What follows belongs to an exercise in optimizing a design on an open flow for small area, a short achievable clock period and few clock cycles; a production flow would make more cautious choices.
RTL that was checked went through simulation tests only; none was proved equivalent to the original.
Power is estimated from default activity; no workload was simulated.

==> flow/design.v <==
module rune512_codec #(
    parameter P = 64,    
    parameter S = 59     
) (
    input  wire        clk,
    input  wire        rst,
    input  wire        cmd_valid,
    output wire        cmd_ready,
    input  wire [2:0]  cmd_op,
    input  wire        cmd_pfx,
    input  wire        cmd_emptyok,
    input  wire        in_valid,
    output wire        in_ready,
    input  wire [11:0] in_data,
    output wire        out_valid,
    input  wire        out_ready,
    output wire [9:0]  out_data,
    output wire        done,
    output reg  [3:0]  err,
    output reg         shortsub,
    output wire [15:0] result,
    output wire [7:0]  consumed,
    output wire [7:0]  outlen
);
    reg        cmd_ready_r;   
    reg        st_bin;        
    reg        st_tin;        
    reg        st_out;        
    reg        done_r;        
    reg        op_enc, op_dec, pfx, emptyok;
    reg        in_ready_r;
    reg [5:0]  lag;           
    reg        iv;
    reg [11:9] id;            
    reg        id_end;        
    reg [8:0]  ida;           
    reg [575:0] ring;
    reg [15:0] crc;           
    reg [15:0] spec;          
    reg [6:0]  cnt;           
    reg [6:0]  rem;           
    reg        rnz;           
    reg [2:0]  m3;            
    reg [3:0]  lo;            
    reg [7:0]  acc;           
    reg        over, p0;
    reg        first;         
    reg        tok_seen, pfx_bad, stopped, cap;
    reg [16:0] hdr;
    reg        ov, last_r;
    reg [9:0]  od;
    reg [6:0]  oln;
    reg [1:0]  ost;           
    reg [8:0]  rd;            
    reg [5:0]  tap;           
    assign cmd_ready = cmd_ready_r;
    assign in_ready  = in_ready_r;
    assign out_valid = ov;
    assign out_data  = od;
    assign done      = done_r;
    assign result    = crc;
    assign consumed  = {1'b0, cnt};
    assign outlen    = {1'b0, oln};
    wire cmd_fire = cmd_valid & cmd_ready_r;
    wire in_move  = in_valid & in_ready_r;
    wire in_end   = op_dec ? in_data[11] : in_data[8];
    wire legal    = (cmd_op == 3'd0) | (cmd_op == 3'd1) | (cmd_op == 3'd2);
    wire in_phase = st_bin | st_tin;
    wire [15:0] ch [0:9];
    assign ch[0] = crc;
    genvar g;
    generate
        for (g = 0; g < 9; g = g + 1) begin : g_chain
            wire fb = ch[g][15] ^ ida[8-g];
            assign ch[g+1] = {ch[g][14:0], 1'b0} ^ (fb ? 16'h1021 : 16'h0000);
        end
    endgenerate
    wire        parity_d = hdr[16];
    reg  [15:0] spec_n;
    always @(*) begin
        case (m3)
        3'd0: spec_n = parity_d ? ch[1] : ch[9];
        3'd1: spec_n = ch[8];
        3'd2: spec_n = ch[7];
        3'd3: spec_n = ch[6];
        3'd4: spec_n = ch[5];
        3'd5: spec_n = ch[4];
        3'd6: spec_n = ch[3];
        default: spec_n = ch[2];
        endcase
    end
    wire [7:0]  ibyte = id_end ? 8'd0 : ida[8:1];
    wire [16:0] x17   = {acc, (op_dec ? rd : {ibyte, 1'b0})};
    reg  [8:0]  win;
    always @(*) begin
        case (lo)
        4'd0: win = x17[8:0];
        4'd1: win = x17[9:1];
        4'd2: win = x17[10:2];
        4'd3: win = x17[11:3];
        4'd4: win = x17[12:4];
        4'd5: win = x17[13:5];
        4'd6: win = x17[14:6];
        4'd7: win = x17[15:7];
        default: win = x17[16:8];
        endcase
    end
    wire pbyte   = iv & ~op_dec & ~id_end;
    wire full    = cnt[6];                              
    wire take    = pbyte & ~full;
    wire ovf     = pbyte & full;
    wire [15:0] crc_nx = ovf ? 16'd0 : (take ? ch[8] : crc);
    wire over_nx = over | ovf;
    wire c0      = first;
    wire lo0     = (lo == 4'd0);
    wire [3:0] lo_nx = ~take ? lo : (c0 ? 4'd7 : (lo0 ? 4'd8 : lo - 4'd1));
    wire stor    = take & ~c0 & ~lo0;
    wire part    = take ? (c0 | lo0 | (lo != 4'd1)) : ~lo0;    
    wire bend    = in_move & st_bin & in_data[8];       
    wire enc_go  = bend & op_enc & ~over_nx;
    wire t_end   = id[11];
    wire t_sent  = id[10];
    wire t_valid = id[9];
    wire run_tok = iv & op_dec & ~t_end & ~(~tok_seen & pfx) &
                   ~(pfx_bad | stopped | cap) & t_valid & (cnt != S);
    wire deval   = iv & st_tin & t_end;
    wire dec_crc_ok = (spec == hdr[15:0]);
    wire dec_ok  = tok_seen & ~pfx_bad & ~cap & (cnt > 7'd1) & dec_crc_ok;
    wire dec_adj = (m3 == 3'd1) & parity_d;
    wire dec_m0  = (rem == 7'd0);
    wire [6:0] dec_m_m1 = rem - 7'd1 - {6'd0, dec_adj};
    wire dec_go  = deval & dec_ok & ~dec_m0;
    wire       wr    = op_dec ? run_tok : iv;
    wire [8:0] wdata = op_dec ? ida : win;
    wire [7:0] tap_l = 8'd1 << tap[2:0];
    wire [7:0] tap_h = 8'd1 << tap[5:3];
    reg  [8:0] rtap, rgrp;
    integer gi, gj;
    always @(*) begin
        rtap = 9'd0;
        for (gj = 0; gj < 8; gj = gj + 1) begin
            rgrp = 9'd0;
            for (gi = 0; gi < 8; gi = gi + 1)
                rgrp = rgrp | (ring[(gj*8+gi)*9 +: 9] & {9{tap_l[gi]}});
            rtap = rtap | (rgrp & {9{tap_h[gj]}});
        end
    end
    wire go  = enc_go | dec_go;
    wire ld  = (st_out ? rnz : go) & (~ov | out_ready);
    reg  [9:0] enext;
    always @(*) begin
        case (ost)
        2'd0: enext = 10'h200;
        2'd1: enext = {1'b0, (lo_nx == 4'd1), crc_nx[15:8]};
        2'd2: enext = {1'b0, crc[7:0], p0};
        default: enext = {1'b0, rd};
        endcase
    end
    wire [9:0] onext   = op_dec ? {2'b00, win[8:1]} : enext;
    wire       consume = ld & (op_dec ? (lo != 4'd8) : (ost == 2'd3));
    reg [6:0] rem_d;
    always @(*) begin
        rem_d = rem;
        if (cmd_ready_r)
            rem_d = {6'd0, cmd_pfx} + 7'd1;
        else if (st_bin)
            rem_d = rem + {5'd0, stor & bend & part, stor ^ (bend & part)};
        else if (st_tin) begin
            if (deval)
                rem_d = dec_m_m1;
            else if (run_tok && cnt == 7'd1)
                rem_d = 7'd0;
            else if (run_tok && cnt[6:1] != 6'd0)
                rem_d = rem + ((m3 == 3'd0) ? 7'd2 : 7'd1);
        end else if (st_out && ld)
            rem_d = rem - 7'd1;
    end
    always @(posedge clk) begin
        id     <= in_data[11:9];
        id_end <= in_data[8];
        ida    <= op_dec ? in_data[8:0] : {in_data[7:0], 1'b0};
        ring   <= {ring[566:0], (wr ? wdata : ring[575:567])};
        rem    <= rem_d;
        if (deval)
            rnz <= (rem != (dec_adj ? 7'd2 : 7'd1));
        else if (st_out && ld)
            rnz <= (rem != 7'd1);
        else if (!st_out)
            rnz <= 1'b1;
        iv     <= in_move;
        if (cmd_fire) begin
            in_ready_r <= legal;
            lag        <= 6'd0;
        end else if (in_move) begin
            in_ready_r <= ~in_end;
            lag        <= 6'd0;
        end else begin
            in_ready_r <= ~in_ready_r & in_phase & (lag == 6'd63);
            lag        <= lag + 6'd1;
        end
        if (ld) begin
            ov <= 1'b1;
            od <= onext;
        end else if (out_ready) begin
            ov <= 1'b0;
        end
        if (done_r) begin
            done_r      <= 1'b0;
            cmd_ready_r <= 1'b1;
        end
        if (cmd_ready_r && cmd_fire) begin
            cmd_ready_r <= 1'b0;
            op_enc   <= (cmd_op == 3'd0);
            op_dec   <= (cmd_op == 3'd1);
            pfx      <= cmd_pfx;
            emptyok  <= cmd_emptyok;
            err      <= legal ? 4'd0 : 4'd6;
            shortsub <= 1'b0;
            crc      <= 16'd0;
            spec     <= 16'd0;
            cnt      <= 7'd0;
            first    <= 1'b1;
            over     <= 1'b0;
            lo       <= 4'd0;
            p0       <= 1'b0;
            tok_seen <= 1'b0;
            pfx_bad  <= 1'b0;
            stopped  <= 1'b0;
            cap      <= 1'b0;
            oln      <= 7'd0;
            ost      <= cmd_pfx ? 2'd0 : 2'd1;
            m3       <= (cmd_op == 3'd1) ? 3'd0 : 3'd2;
            tap      <= (cmd_op == 3'd1) ? (6'd59 - {5'd0, cmd_pfx}) : 6'd60;
            st_tin   <= (cmd_op == 3'd1);
            st_bin   <= (cmd_op == 3'd0) | (cmd_op == 3'd2);
            done_r   <= ~legal;
        end
        if (st_bin) begin
            tap  <= tap + 6'd1;
            crc  <= crc_nx;
            over <= over_nx;
            lo   <= lo_nx;
            cnt  <= cnt + {6'd0, take};
            if (take) begin
                first <= 1'b0;
                acc <= ida[8:1];
                if (c0) p0 <= ida[8];
            end
            if (bend) begin
                st_bin <= 1'b0;
                if (enc_go) begin
                    st_out <= 1'b1;
                    last_r <= 1'b0;
                end else begin
                    done_r <= 1'b1;
                    cnt    <= 7'd0;
                    if (over_nx) err <= 4'd8;
                end
            end
        end
        if (iv && !op_dec && cnt == 7'd1 && (take || id_end))
            rd <= win;
        if (st_tin) begin
            tap <= tap + 6'd1;
            if (iv) begin
                if (t_end) begin
                    st_tin <= 1'b0;
                    if (!tok_seen) begin
                        err   <= (~pfx & emptyok) ? 4'd0 : 4'd1;
                    end else if (pfx_bad) begin
                        err   <= 4'd2;
                    end else if (cap) begin
                        err   <= 4'd8;
                    end else if (cnt == 7'd0) begin
                        err      <= 4'd3;
                        shortsub <= 1'b1;
                    end else if (cnt == 7'd1) begin
                        err   <= 4'd3;
                    end else if (!dec_crc_ok) begin
                        err   <= 4'd5;
                    end
                    if (dec_ok) begin
                        crc <= hdr[15:0];
                        cnt <= cnt + {6'd0, pfx};
                    end else begin
                        crc <= 16'd0;
                        cnt <= 7'd0;
                    end
                    if (dec_go) begin
                        st_out <= 1'b1;
                        last_r <= (dec_m_m1 == 7'd0);
                    end else begin
                        done_r <= 1'b1;
                    end
                end else begin
                    tok_seen <= 1'b1;
                    if (!tok_seen && pfx) begin
                        pfx_bad <= ~t_sent;
                    end else if (pfx_bad || stopped || cap) begin
                    end else if (!t_valid) begin
                        stopped <= 1'b1;
                    end else if (cnt == S) begin
                        cap <= 1'b1;
                    end else begin
                        cnt <= cnt + 7'd1;
                        m3  <= m3 + 3'd1;
                        if (cnt == 7'd0) hdr[16:8] <= ida;
                        if (cnt == 7'd1) begin
                            hdr[7:0] <= ida[8:1];
                            acc      <= ida[7:0];
                            lo       <= 4'd1;
                            crc      <= ida[0] ? 16'h1021 : 16'h0000;
                            spec     <= 16'd0;
                        end
                        if (cnt[6:1] != 6'd0) begin
                            crc  <= ch[9];
                            spec <= spec_n;
                        end
                        if (cnt == 7'd2) rd <= ida;
                    end
                end
            end
        end
        if (st_out) begin
            tap <= tap + 6'd1;
            if (!op_dec) cnt <= 7'd0;
            if (ov && out_ready && last_r) begin
                st_out <= 1'b0;
                done_r <= 1'b1;
            end
        end
        if (st_out || go) begin
            if (ld) begin
                oln <= oln + 7'd1;
                if (st_out) last_r <= (rem == 7'd1);
                if (!op_dec && ost != 2'd3) ost <= ost + 2'd1;
                if (op_dec) begin
                    if (lo == 4'd8) lo <= 4'd0;
                    else begin
                        acc <= rd[7:0];
                        lo  <= lo + 4'd1;
                    end
                end
            end
            if (consume) begin
                rd <= rtap;
                if (!op_dec && m3 == 3'd7) begin
                    m3  <= 3'd0;
                    tap <= tap - 6'd1;     
                end else begin
                    m3  <= m3 + 3'd1;
                    tap <= tap;            
                end
            end
        end
        if (rst) begin
            cmd_ready_r <= 1'b1;
            st_bin      <= 1'b0;
            st_tin      <= 1'b0;
            st_out      <= 1'b0;
            done_r      <= 1'b0;
            in_ready_r  <= 1'b0;
            iv          <= 1'b0;
            ov          <= 1'b0;
        end
    end
endmodule
make LEC_CHECK=0 CAP_MARGIN=20 CORE_MARGIN=2 CORE_UTILIZATION=55 CTS_CLUSTER_DIAMETER=60 CTS_CLUSTER_SIZE=20 PLACE_DENSITY=0.7 SETUP_SLACK_MARGIN=5 SLEW_MARGIN=20 finish   # period 8.0 ns
run.sh (not shown) runs the stock make flow with config.mk's settings and CLKGATE_MAP_FILE= SYNTH_SCRIPT=/design/flow/synth_recipe.tcl, a recipe that flattens the netlist after the stock synthesis.
Change:
--- a/flow/design.v
+++ b/flow/design.v
@@ -45,5 +45,4 @@
     reg [7:0]  acc;           
     reg        over, p0;
-    reg        first;         
     reg        tok_seen, pfx_bad, stopped, cap;
     reg [16:0] hdr;
@@ -107,14 +106,14 @@
     end
     wire pbyte   = iv & ~op_dec & ~id_end;
-    wire full    = cnt[6];                              
+    wire full    = (cnt == P);
     wire take    = pbyte & ~full;
     wire ovf     = pbyte & full;
     wire [15:0] crc_nx = ovf ? 16'd0 : (take ? ch[8] : crc);
     wire over_nx = over | ovf;
-    wire c0      = first;
+    wire c0      = (cnt == 7'd0);
     wire lo0     = (lo == 4'd0);
     wire [3:0] lo_nx = ~take ? lo : (c0 ? 4'd7 : (lo0 ? 4'd8 : lo - 4'd1));
     wire stor    = take & ~c0 & ~lo0;
-    wire part    = take ? (c0 | lo0 | (lo != 4'd1)) : ~lo0;    
+    wire [6:0] rem_nx = rem + {6'd0, stor};
     wire bend    = in_move & st_bin & in_data[8];       
     wire enc_go  = bend & op_enc & ~over_nx;
@@ -165,5 +164,5 @@
             rem_d = {6'd0, cmd_pfx} + 7'd1;
         else if (st_bin)
-            rem_d = rem + {5'd0, stor & bend & part, stor ^ (bend & part)};
+            rem_d = bend ? (rem_nx + {6'd0, lo_nx != 4'd0}) : rem_nx;
         else if (st_tin) begin
             if (deval)
@@ -220,5 +219,4 @@
             spec     <= 16'd0;
             cnt      <= 7'd0;
-            first    <= 1'b1;
             over     <= 1'b0;
             lo       <= 4'd0;
@@ -243,5 +241,4 @@
             cnt  <= cnt + {6'd0, take};
             if (take) begin
-                first <= 1'b0;
                 acc <= ida[8:1];
                 if (c0) p0 <= ida[8];
Outcome: The changed run passed the timing, DRC and antenna checks. Cell count rises by 0.49%. Clock skew barely changes. First-iteration DRC count rises by 4.9%. Count of clock-buffer cells in the layout falls by 1. Power rises by 0.51%.
Testbench counts after the change, summed over its fixed seeds: cycles 11,571.
Only the layout flow was run in the first run of this note; the RTL was not checked for function there.

afterwards: timing with drivers on the ports:
No port has a modelled driver above. Below, the same layouts with a new extraction and two added sets of constraints. Step 1 assumes that a clkbuf_16 drives the clock port and a buf_2 every other input. Step 2 also shifts input and output timing later by t, the mid clock arrival at the registers, as if the neighbouring blocks saw the same clock. Three values: no drivers, after step 1, after step 2; two values: the first two.
run | shift t [ns] | slack for setup (ns) | worst setup path at the end | cell pins on the clock port's net
the first run | 0.671 | 4.936 / 4.936 / 4.367 | input to register | 1
the second run | 0.668 | 5.007 / 4.957 / 4.354 | input to register | 1
After both steps setup and hold are still met in every run listed. For the second run, which loses most, drivers alone change the setup slack by -0.050 ns; drivers and shift together by -0.653 ns.
